This is an optimization exercise on Yosys and OpenROAD, whose aim is small area, a short achievable clock period and few clock cycles per item, not a production implementation. Function was checked by simulation only, so behaviour that the tests miss may differ from the original. Power is estimated from default activity; no workload was simulated.

==> design.v <==
module dtl_hdr_codec (
    input  wire         clk,
    input  wire         rst,
    input  wire         cmd_valid,
    output wire         cmd_ready,
    input  wire         cmd_op,        
    input  wire         cmd_scr_en,    
    input  wire [11:0]  b_plen,
    input  wire [11:0]  b_seq,
    input  wire [3:0]   b_mod,
    input  wire [3:0]   b_fec,
    input  wire [7:0]   b_flen,
    input  wire [7:0]   b_cwid,
    input  wire [13:0]  b_off,
    input  wire [13:0]  b_short,
    input  wire [3:0]   b_emod,
    input  wire [3:0]   b_efec,
    input  wire [767:0] hdr_in,
    output wire         res_valid,
    output wire [95:0]  hdr_out,       
    output wire         res_ok,        
    output wire [11:0]  r_plen,
    output wire [11:0]  r_seq,
    output wire [3:0]   r_mod,
    output wire [3:0]   r_fec,
    output wire [7:0]   r_flen,
    output wire [7:0]   r_cwid,
    output wire [13:0]  r_off,
    output wire [13:0]  r_short,
    output wire [3:0]   r_emod,
    output wire [3:0]   r_efec
);
    localparam HB = 96;
    localparam [95:0] SCR_SEQ = 96'h542de72b306d746440934f70;
    localparam [7:0]  SCR_CRC = 8'h85;
    reg [HB-1:0] body_bits;    
    reg [HB-1:0] sign_bits;    
    integer k;
    always @* begin
        body_bits = {HB{1'b0}};
        for (k = 0; k < 12; k = k + 1) body_bits[ 0 + k] = b_plen [11 - k];
        for (k = 0; k < 12; k = k + 1) body_bits[12 + k] = b_seq  [11 - k];
        for (k = 0; k < 4;  k = k + 1) body_bits[24 + k] = b_mod  [3 - k];
        for (k = 0; k < 4;  k = k + 1) body_bits[28 + k] = b_fec  [3 - k];
        for (k = 0; k < 8;  k = k + 1) body_bits[32 + k] = b_flen [7 - k];
        for (k = 0; k < 8;  k = k + 1) body_bits[40 + k] = b_cwid [7 - k];
        for (k = 0; k < 14; k = k + 1) body_bits[48 + k] = b_off  [13 - k];
        for (k = 0; k < 14; k = k + 1) body_bits[62 + k] = b_short[13 - k];
        for (k = 0; k < 4;  k = k + 1) body_bits[76 + k] = b_emod [3 - k];
        for (k = 0; k < 4;  k = k + 1) body_bits[80 + k] = b_efec [3 - k];
    end
    always @* begin
        for (k = 0; k < HB; k = k + 1) sign_bits[k] = hdr_in[8*k + 7];
    end
    assign cmd_ready = 1'b1;
    reg          a_v;
    reg [HB-1:0] a_y;
    reg          a_bc;          
    always @(posedge clk) begin
        if (rst) a_v <= 1'b0;
        else     a_v <= cmd_valid;
        a_y  <= (cmd_op ? sign_bits : body_bits) ^ (cmd_scr_en ? SCR_SEQ : {HB{1'b0}});
        a_bc <= !cmd_op && cmd_scr_en;
    end
    wire n0 = a_y[24] ^ a_y[3];
    wire n1 = a_y[25] ^ a_y[39];
    wire n2 = a_y[59] ^ a_y[75];
    wire n3 = a_y[26] ^ a_y[40];
    wire n4 = a_y[22] ^ a_y[70];
    wire n5 = a_y[35] ^ a_y[48];
    wire n6 = a_y[13] ^ a_y[27];
    wire n7 = a_y[5] ^ a_y[6];
    wire n8 = a_y[43] ^ a_y[58];
    wire n9 = a_y[21] ^ a_y[71];
    wire n10 = a_y[53] ^ a_y[74];
    wire n11 = a_y[42] ^ a_y[73];
    wire n12 = a_y[36] ^ a_y[4];
    wire n13 = a_y[38] ^ a_y[57];
    wire n14 = a_y[1] ^ a_y[37];
    wire n15 = a_y[41] ^ a_y[72];
    wire n16 = a_y[0] ^ a_y[2];
    wire n17 = a_y[44] ^ a_y[7];
    wire n18 = a_y[23] ^ a_y[83];
    wire n19 = a_y[34] ^ a_y[69];
    wire n20 = a_y[20] ^ a_y[81];
    wire n21 = a_bc ^ a_y[19];
    wire n22 = a_y[16] ^ a_y[84];
    wire n23 = a_y[10] ^ a_y[30];
    wire n24 = a_y[23] ^ a_y[52];
    wire n25 = a_y[55] ^ a_y[66];
    wire n26 = a_y[12] ^ a_y[80];
    wire n27 = a_y[68] ^ a_y[79];
    wire n28 = a_y[15] ^ a_y[82];
    wire n29 = a_y[62] ^ a_y[86];
    wire n30 = a_y[50] ^ a_y[54];
    wire n31 = a_y[18] ^ a_y[85];
    wire n32 = a_y[29] ^ a_y[77];
    wire n33 = a_y[14] ^ a_y[61];
    wire n34 = a_y[11] ^ a_y[28];
    wire n35 = a_y[17] ^ a_y[69];
    wire n36 = a_y[51] ^ a_y[67];
    wire n37 = a_y[46] ^ a_y[9];
    wire n38 = a_y[63] ^ a_y[65];
    wire n39 = a_y[32] ^ a_y[78];
    wire n40 = a_y[47] ^ a_y[64];
    wire n41 = a_y[33] ^ a_y[87];
    wire n42 = a_y[31] ^ a_y[39];
    wire n43 = a_y[49] ^ a_y[8];
    wire n44 = a_y[60] ^ a_y[76];
    wire n45 = a_y[67] ^ a_y[80];
    wire n46 = a_y[32] ^ a_y[65];
    wire n47 = a_y[13] ^ a_y[82];
    wire n48 = a_y[54] ^ a_y[72];
    wire n49 = a_y[45] ^ a_y[88];
    wire n50 = a_y[21] ^ a_y[14];
    wire n51 = a_y[1] ^ a_y[40];
    wire n52 = a_y[12] ^ a_y[89];
    wire n53 = a_y[68] ^ a_y[41];
    wire n54 = a_y[5] ^ a_y[58];
    wire n55 = a_y[33] ^ a_y[73];
    wire n56 = a_y[44] ^ a_y[2];
    wire n57 = a_y[49] ^ a_y[35];
    wire n58 = a_y[59] ^ a_y[45];
    wire n59 = a_y[56] ^ a_y[47];
    wire n60 = a_y[74] ^ a_y[55];
    wire n61 = a_y[37] ^ a_y[42];
    wire n62 = a_y[90] ^ a_y[50];
    wire n63 = a_y[62] ^ a_y[78];
    wire n64 = a_y[22] ^ a_y[38];
    wire n65 = a_y[51] ^ a_y[60];
    wire n66 = a_y[7] ^ a_y[52];
    wire n67 = a_y[43] ^ a_y[27];
    wire n68 = a_y[46] ^ a_y[75];
    wire n69 = a_y[4] ^ a_y[77];
    wire n70 = a_y[63] ^ a_y[91];
    wire n71 = a_y[85] ^ a_y[56];
    wire n72 = a_y[17] ^ a_y[31];
    wire n73 = a_y[28] ^ a_y[76];
    wire n74 = a_y[29] ^ a_y[24];
    wire n75 = a_y[92] ^ a_y[84];
    wire n76 = a_y[61] ^ a_y[71];
    wire n77 = a_y[9] ^ a_y[45];
    wire n78 = a_y[81] ^ a_y[30];
    wire n79 = a_y[8] ^ a_y[16];
    wire n80 = a_y[70] ^ a_y[0];
    wire n81 = a_y[93] ^ a_y[48];
    wire n82 = a_y[26] ^ a_y[94];
    wire n83 = a_y[81] ^ a_y[6];
    wire n84 = a_y[57] ^ a_y[64];
    wire n85 = a_y[36] ^ a_y[87];
    wire n86 = a_y[86] ^ a_y[11];
    wire n87 = a_y[10] ^ a_y[66];
    wire n88 = a_y[53] ^ a_y[18];
    wire n89 = a_y[56] ^ a_y[95];
    wire n90 = n0 ^ n6;
    wire n91 = n10 ^ n8;
    wire n92 = n15 ^ n7;
    wire n93 = n13 ^ n16;
    wire n94 = n1 ^ n14;
    wire n95 = n12 ^ n3;
    wire n96 = n2 ^ n9;
    wire n97 = n11 ^ n5;
    wire n98 = n17 ^ n24;
    wire n99 = n33 ^ n4;
    wire n100 = n1 ^ n43;
    wire n101 = n35 ^ n39;
    wire n102 = n21 ^ n41;
    wire n103 = n19 ^ n20;
    wire n104 = n23 ^ n36;
    wire n105 = n25 ^ n37;
    wire n106 = n17 ^ n38;
    wire n107 = n26 ^ n40;
    wire n108 = n18 ^ n28;
    wire n109 = n0 ^ n34;
    wire n110 = n29 ^ n31;
    wire n111 = n30 ^ n32;
    wire n112 = n12 ^ n49;
    wire n113 = n21 ^ n51;
    wire n114 = n44 ^ n4;
    wire n115 = n47 ^ n48;
    wire n116 = n46 ^ n5;
    wire n117 = n45 ^ n50;
    wire n118 = n52 ^ n55;
    wire n119 = n53 ^ n56;
    wire n120 = a_y[3] ^ n54;
    wire n121 = n57 ^ n20;
    wire n122 = n61 ^ n59;
    wire n123 = n64 ^ n9;
    wire n124 = n44 ^ n22;
    wire n125 = n58 ^ n62;
    wire n126 = n19 ^ n16;
    wire n127 = n63 ^ n60;
    wire n128 = n18 ^ n27;
    wire n129 = n65 ^ n22;
    wire n130 = n66 ^ n72;
    wire n131 = n68 ^ n71;
    wire n132 = n13 ^ n70;
    wire n133 = n67 ^ n69;
    wire n134 = a_y[15] ^ n76;
    wire n135 = n73 ^ n74;
    wire n136 = n75 ^ n7;
    wire n137 = n78 ^ n80;
    wire n138 = n2 ^ a_y[79];
    wire n139 = n77 ^ n81;
    wire n140 = n79 ^ n3;
    wire n141 = n82 ^ n42;
    wire n142 = n83 ^ n86;
    wire n143 = n84 ^ n15;
    wire n144 = n85 ^ n4;
    wire n145 = n87 ^ n14;
    wire n146 = n27 ^ n42;
    wire n147 = n88 ^ n89;
    wire n148 = n100 ^ n91;
    wire n149 = n108 ^ n95;
    wire n150 = n106 ^ n91;
    wire n151 = n102 ^ n90;
    wire n152 = n92 ^ n94;
    wire n153 = n93 ^ n98;
    wire n154 = n105 ^ n96;
    wire n155 = n104 ^ n90;
    wire n156 = n113 ^ n112;
    wire n157 = n103 ^ n117;
    wire n158 = n115 ^ n109;
    wire n159 = n93 ^ n116;
    wire n160 = n99 ^ n120;
    wire n161 = n118 ^ n111;
    wire n162 = n94 ^ n121;
    wire n163 = n126 ^ n127;
    wire n164 = n125 ^ n122;
    wire n165 = n124 ^ n123;
    wire n166 = n109 ^ n132;
    wire n167 = n129 ^ n99;
    wire n168 = n131 ^ n133;
    wire n169 = n130 ^ n97;
    wire n170 = n135 ^ n134;
    wire n171 = n95 ^ n136;
    wire n172 = n110 ^ n101;
    wire n173 = n107 ^ n11;
    wire n174 = n140 ^ n139;
    wire n175 = n110 ^ n138;
    wire n176 = n137 ^ n111;
    wire n177 = n97 ^ n101;
    wire n178 = n141 ^ n144;
    wire n179 = n142 ^ n143;
    wire n180 = n107 ^ n96;
    wire n181 = n145 ^ n97;
    wire n182 = n146 ^ n147;
    wire n183 = n159 ^ n156;
    wire n184 = n158 ^ n148;
    wire n185 = n114 ^ n157;
    wire n186 = n161 ^ n154;
    wire n187 = n162 ^ n119;
    wire n188 = n160 ^ n149;
    wire n189 = n92 ^ n163;
    wire n190 = n164 ^ n155;
    wire n191 = n149 ^ n165;
    wire n192 = n166 ^ n168;
    wire n193 = n167 ^ n169;
    wire n194 = n128 ^ n152;
    wire n195 = n170 ^ n153;
    wire n196 = n148 ^ n173;
    wire n197 = n171 ^ n172;
    wire n198 = n175 ^ n151;
    wire n199 = n174 ^ n150;
    wire n200 = n152 ^ n176;
    wire n201 = n177 ^ n155;
    wire n202 = n178 ^ n150;
    wire n203 = n154 ^ n179;
    wire n204 = n151 ^ n103;
    wire n205 = n180 ^ n182;
    wire n206 = n153 ^ n181;
    wire n207 = n184 ^ n183;
    wire n208 = n187 ^ n188;
    wire n209 = n189 ^ n191;
    wire n210 = n193 ^ n192;
    wire n211 = n195 ^ n197;
    wire n212 = n200 ^ n198;
    wire n213 = n202 ^ n201;
    wire n214 = n204 ^ n206;
    wire n215 = n207 ^ n185;
    wire n216 = n186 ^ n208;
    wire n217 = n209 ^ n190;
    wire n218 = n210 ^ n194;
    wire n219 = n211 ^ n196;
    wire n220 = n212 ^ n199;
    wire n221 = n203 ^ n213;
    wire n222 = n205 ^ n214;
    wire [7:0] t = {n222, n221, n220, n219, n218, n217, n216, n215};
    reg          b_v;
    reg [83:0]   b_y;
    reg          b_r85;         
    reg [7:0]    b_t;
    reg          b_ok;
    always @(posedge clk) begin
        if (rst) b_v <= 1'b0;
        else     b_v <= a_v;
        b_y   <= a_y[83:0];
        b_r85 <= a_y[85];
        b_t   <= t;
        b_ok  <= (t == 8'h00);
    end
    assign res_valid = b_v;
    assign hdr_out   = {b_t, 2'b00, b_r85, 1'b0, b_y};
    assign res_ok    = b_ok;
    genvar g;
    generate
        for (g = 0; g < 12; g = g + 1) begin : g_plen
            assign r_plen[11 - g] = b_y[ 0 + g];
            assign r_seq [11 - g] = b_y[12 + g];
        end
        for (g = 0; g < 4; g = g + 1) begin : g_id
            assign r_mod [3 - g] = b_y[24 + g];
            assign r_fec [3 - g] = b_y[28 + g];
            assign r_emod[3 - g] = b_y[76 + g];
            assign r_efec[3 - g] = b_y[80 + g];
        end
        for (g = 0; g < 8; g = g + 1) begin : g_byte
            assign r_flen[7 - g] = b_y[32 + g];
            assign r_cwid[7 - g] = b_y[40 + g];
        end
        for (g = 0; g < 14; g = g + 1) begin : g_wide
            assign r_off  [13 - g] = b_y[48 + g];
            assign r_short[13 - g] = b_y[62 + g];
        end
    endgenerate
endmodule
==> flow/run.sh <==
#!/bin/bash
set -euo pipefail
cd "$(dirname "$0")/.."
bash standard.sh BUFFER_PORTS_ARGS="-buffer_cell sky130_fd_sc_hd__buf_1" finish > flow_make.log 2>&1
==> standard.sh <==
#!/bin/bash
# synth_recipe.tcl (not shown) runs the flow's synth.tcl, then flattens the netlist and writes it again
# the make line also repeats each setting of config.mk as NAME=value (left out here)
make -C /OpenROAD-flow-scripts/flow DESIGN_CONFIG=/design/flow/config.mk WORK_HOME=/design/flow/orfs CLKGATE_MAP_FILE= SYNTH_SCRIPT=/design/flow/synth_recipe.tcl "${@:-finish}"
==> config.mk <==
export PLATFORM = sky130hd
export DESIGN_NAME = dtl_hdr_codec
export DESIGN_NICKNAME = dtl_hdr_codec
export VERILOG_FILES = /design/flow/design.v
export SDC_FILE = /design/flow/constraint.sdc
export NUM_CORES = 4
export LEC_CHECK = 0
export ABC_CLOCK_PERIOD_IN_PS = 2000
export CAP_MARGIN = 20
export CORE_AREA = 10 10 290 290
export DIE_AREA = 0 0 300 300
export SETUP_SLACK_MARGIN = 2.9
export SLEW_MARGIN = 20
export TNS_END_PERCENT = 10
==> constraint.sdc <==
create_clock -name core_clock -period 5.0 [get_ports {clk}]
set_input_delay 1.0000 -clock core_clock [delete_from_list [all_inputs] [get_ports {clk}]]
set_output_delay 1.0000 -clock core_clock [all_outputs]
set_load 0.01 [all_outputs]
==> flow_summary.yaml <==
run:
  max_cap_viol_count: 0
power:
  p_leak_nw: 3.88
  combPwrFrac_pct: 40.6
  clkPwrFrac_pct: 25.7
  p_int_mw: 3.67
  seqPwrFrac_pct: 33.7
  vdd_drop_max_mv: 0.272
  p_switching_mw: 2.16
  pwr_density_cell_nw_per_um2: 531
  switching_share_pct: 37.0
clock_tree:
  clk_path_buf_depth: 2
  root_buffer: "clkbuf_16"
  clkLatencyLatePin_ns: 0.48
  cts_hold_buf: 0
  clk_pin_slew_worst_paths_ns: 0.09
  cts_num_sinks: 193
  cts_tree: "yes"
  cts_made_buffers: 17
  cts_max_level: 4
logic_synthesis:
  synth_top_cell_by_area: "dfxtp_1"
  ys_types: 19
  synth.most_common_cell: "dfxtp_1"
  synth_top_area_share_pct: 48.8
  yosys-top-cells-count: "193 x dfxtp_1, 180 x xnor2_1, 89 x buf_4"
  postSynthCellCount: 634
  yosysWarnings: 1
  synth_ff_type: "dfxtp_1"
  avgSynthCellArea_um2: 12.5
  netlist_area_um2: 7910
  synth-seq-cells: 193
  ys_seq_area_share_pct: 48.8
  async_flop_share_pct: 0
  synth-edff-count: 0
  synth_area_leaders: "dfxtp_1 49%, xnor2_1 20%, buf_4 8.4%"
timing:
  fin_crit_sh_pct: 50.1
  worst-slew-pin-transition_ns: 0.891
  min_period_ns: 2.51
  relSlewSlack_pct: 40.6
  setup_viol: 0
  final.setup_skew_ns: 0.0276
  hold_viol_final: 0
  final.setup.tns_ns: 0
  fmax_mhz: 399
  rsz0062_at_grt: "yes"
  slew_viol_final: 0
layout:
  final_layout_size_suffix_gt1_share_pct: 16.9
  area_delta_synth_final_pct: 38.8
  fillers: 8910
  final_util_pct: 14.2
  fin_nets: 1780
  fin_cells: 1984
critical_path:
  critical_path_depth: 7
  path_class: "register to register"
  path_delay_family: "XOR/XNOR gates"
  rr_startpoint: "a_y[15]"
  required_ns: 5.37
  worstReg2RegEnd: "b_ok"
  rr_worst_depth: 7
  crit_chain: "xnor2_4, xnor2_1, xnor3_1, xnor3_1, xnor2_1, or3_1, a2111oi_4"
  path_max_fanout: 3
  slowest_stage: "xnor3_1"
  worst-path-buf-inv: 0
  critPathMaxStageDelay_ns: 0.41
  r2r_slack_ns: 2.49
  startpoint_type: "register"
  arrival_ns: 2.88
  crit_path_end_kind: "register"
global_route:
  grt_overflow: 0
  grt_pass1_vias: 6105
  grt_first_pass_wirelength_mm: 53.7
  track_usage_pct: 9.12
  antenna_found_initial: 14
  grt_max_degree: 46
placed_design:
  port_buffers: 363
  dp_hpwl_mm: 36.1
  dp_cells: 1937
  gp_congestion: 0.837
routing:
  vias: 5338
  wl_per_cell_um: 21.1
  drt-pass1-iter-count: 4
  routed_via_density: 2.69
  drtIter0Drc: 230
  drc_errors: 0
  wirelength_mm: 41.9
  detail-route-antenna-nets: 0
outcome:
  status: "timing/DRC/antenna clean"
floorplan:
  ioPinCount: 1040
  die-height_um: 300
  fp.dieArea_um2: 90000
  coreArea_um2: 77600
  start_util_pct: 10.2
  rows: 102
  die-width_um: 300
worst_hold_path:
  whs_endpoint: "b_y[8]"
  min_path_cells: 0
  min_from: "a_y[8]"
  hold_class: "register to register"
==> power by group through the flow <==
stage	combinational, mW	sequential (mW)	clock [mW]
final	2.37	1.96	1.50
after global routing	2.51	1.99	1.60
after CTS	2.33	1.96	1.55
after detailed placement	2.19	1.98	0
after global placement	2.19	1.99	0
after floorplan	1.62	1.95	0
==> metrics by stage <==
step	cell area [um2]	setup slack, ns	total power [mW]	hold WS [ns]
after global placement	9910	2.03	4.18	0.345
final	11000	2.49	5.83	0.365
after CTS	10900	2.46	5.85	0.364
after floorplan	7940	2.78	3.57	0.332
after detailed placement	9910	2.06	4.17	0.352
after global routing	11000	2.42	6.09	0.373
==> routing by layer <==
metal	vias up	wire, um	global-route usage, %	share of wire, %
li1	2526	-	-	-
met1	2432	19200	11.5	46
met2	335	18300	14.1	44
met3	41	3490	3.63	8.3
met4	4	901	2.63	2.1
met5	-	23	0	0.055
==> final cells by class <==
class / instances / area (um2) / share of cell area (%)
flip-flops and latches: 193 / 3920 / 35.7
multi-input cells: 336 / 3610 / 32.9
repair buffers: 373 / 1490 / 13.6
well taps: 1040 / 1300 / 11.9
clock buffers: 17 / 425 / 3.87
clock inverters: 15 / 203 / 1.85
diodes: 8 / 20.0 / 0.182
inverters: 2 / 7.51 / 0.0684
==> cells in the final DEF (no fill, tap or decap), drive strengths merged <==
| cell type | synthesis | final |
|---|---|---|
| a2111oi | 1 | 1 |
| and2 | 8 | 8 |
| buf | 96 | 372 |
| bufinv | 0 | 1 |
| clkbuf | 9 | 18 |
| clkinv | 0 | 5 |
| conb | 2 | 4 |
| dfxtp | 193 | 193 |
| diode | 0 | 8 |
| inv | 2 | 11 |
| mux2 | 44 | 44 |
| mux2i | 40 | 40 |
| nand2 | 4 | 4 |
| nand3 | 1 | 1 |
| nand4bb | 1 | 1 |
| nor2b | 3 | 3 |
| or3 | 1 | 1 |
| xnor2 | 181 | 181 |
| xnor3 | 20 | 20 |
| xor2 | 28 | 28 |
==> state kept, by name, indices dropped and copies added (netlist names) <==
signal,count
a_y,96
b_y,84
b_t,8
a_bc,1
a_v,1
b_ok,1
b_r85,1
b_v,1
==> worst max-delay path by stage <==
| stage | from | endpoint | slack (ns) |
|---|---|---|---|
| after CTS | a_y[32] | b_ok | 2.46 |
| after detailed placement | a_y[31] | b_ok | 2.06 |
| after global routing | a_y[78] | b_ok | 2.42 |
| after floorplan | a_y[1] | b_ok | 2.78 |
| final | a_y[15] | b_ok | 2.49 |
| after global placement | a_y[31] | b_ok | 2.03 |
==> cell families after synthesis <==
| family | after synthesis | share of synthesized area (%) |
|---|---|---|
| AO/OA/AOI/OAI | 1 | 0.190 |
| other | 2 | 0.0949 |
| flip-flops | 193 | 48.8 |
| multiplexers | 84 | 11.3 |
| AND/OR/NAND/NOR | 18 | 1.34 |
| buffers and inverters | 107 | 9.30 |
| XOR/XNOR | 229 | 28.9 |
==> what timing repair did <==
| action | 4_1_cts | 5_1_grt |
|---|---|---|
| hold endpoints to repair | 0 | 0 |
| resized for setup | 63 | 24 |
| buffers inserted | 5 | 2 |
| gates cloned | 0 | 0 |
| pin swaps | 13 | 4 |
| setup endpoints to repair | 82 | 78 |
Testbench counts, summed over its fixed seeds: cycles 976, items 960.

-- re-timing with driven ports --
In the flow no input, the clock included, has a driving cell. The finished layout below was timed again as built, in two steps.
Step 1: set_driving_cell puts a clkbuf_16 on clk and a buf_2 on each other input, an assumption about the parent block.
Step 2 also shifts input and output timing later by t, the mid clock arrival at the registers, as if the neighbouring blocks saw the same clock.
Three values: ideal, step 1, step 2; two values: the first two.
t (ns): 0.530
setup WS [ns]: 2.493 / 2.493 / 2.493
hold slack, ns: 0.365 / 0.365 / 0.365
worst setup path after step 2: register to register
latest minus earliest clock arrival (ns): 0.030 / 0.030
After both steps setup and hold are still met in this run. The setup slack of this run moves by 0.000 ns with the drivers and by 0.000 ns with both steps.
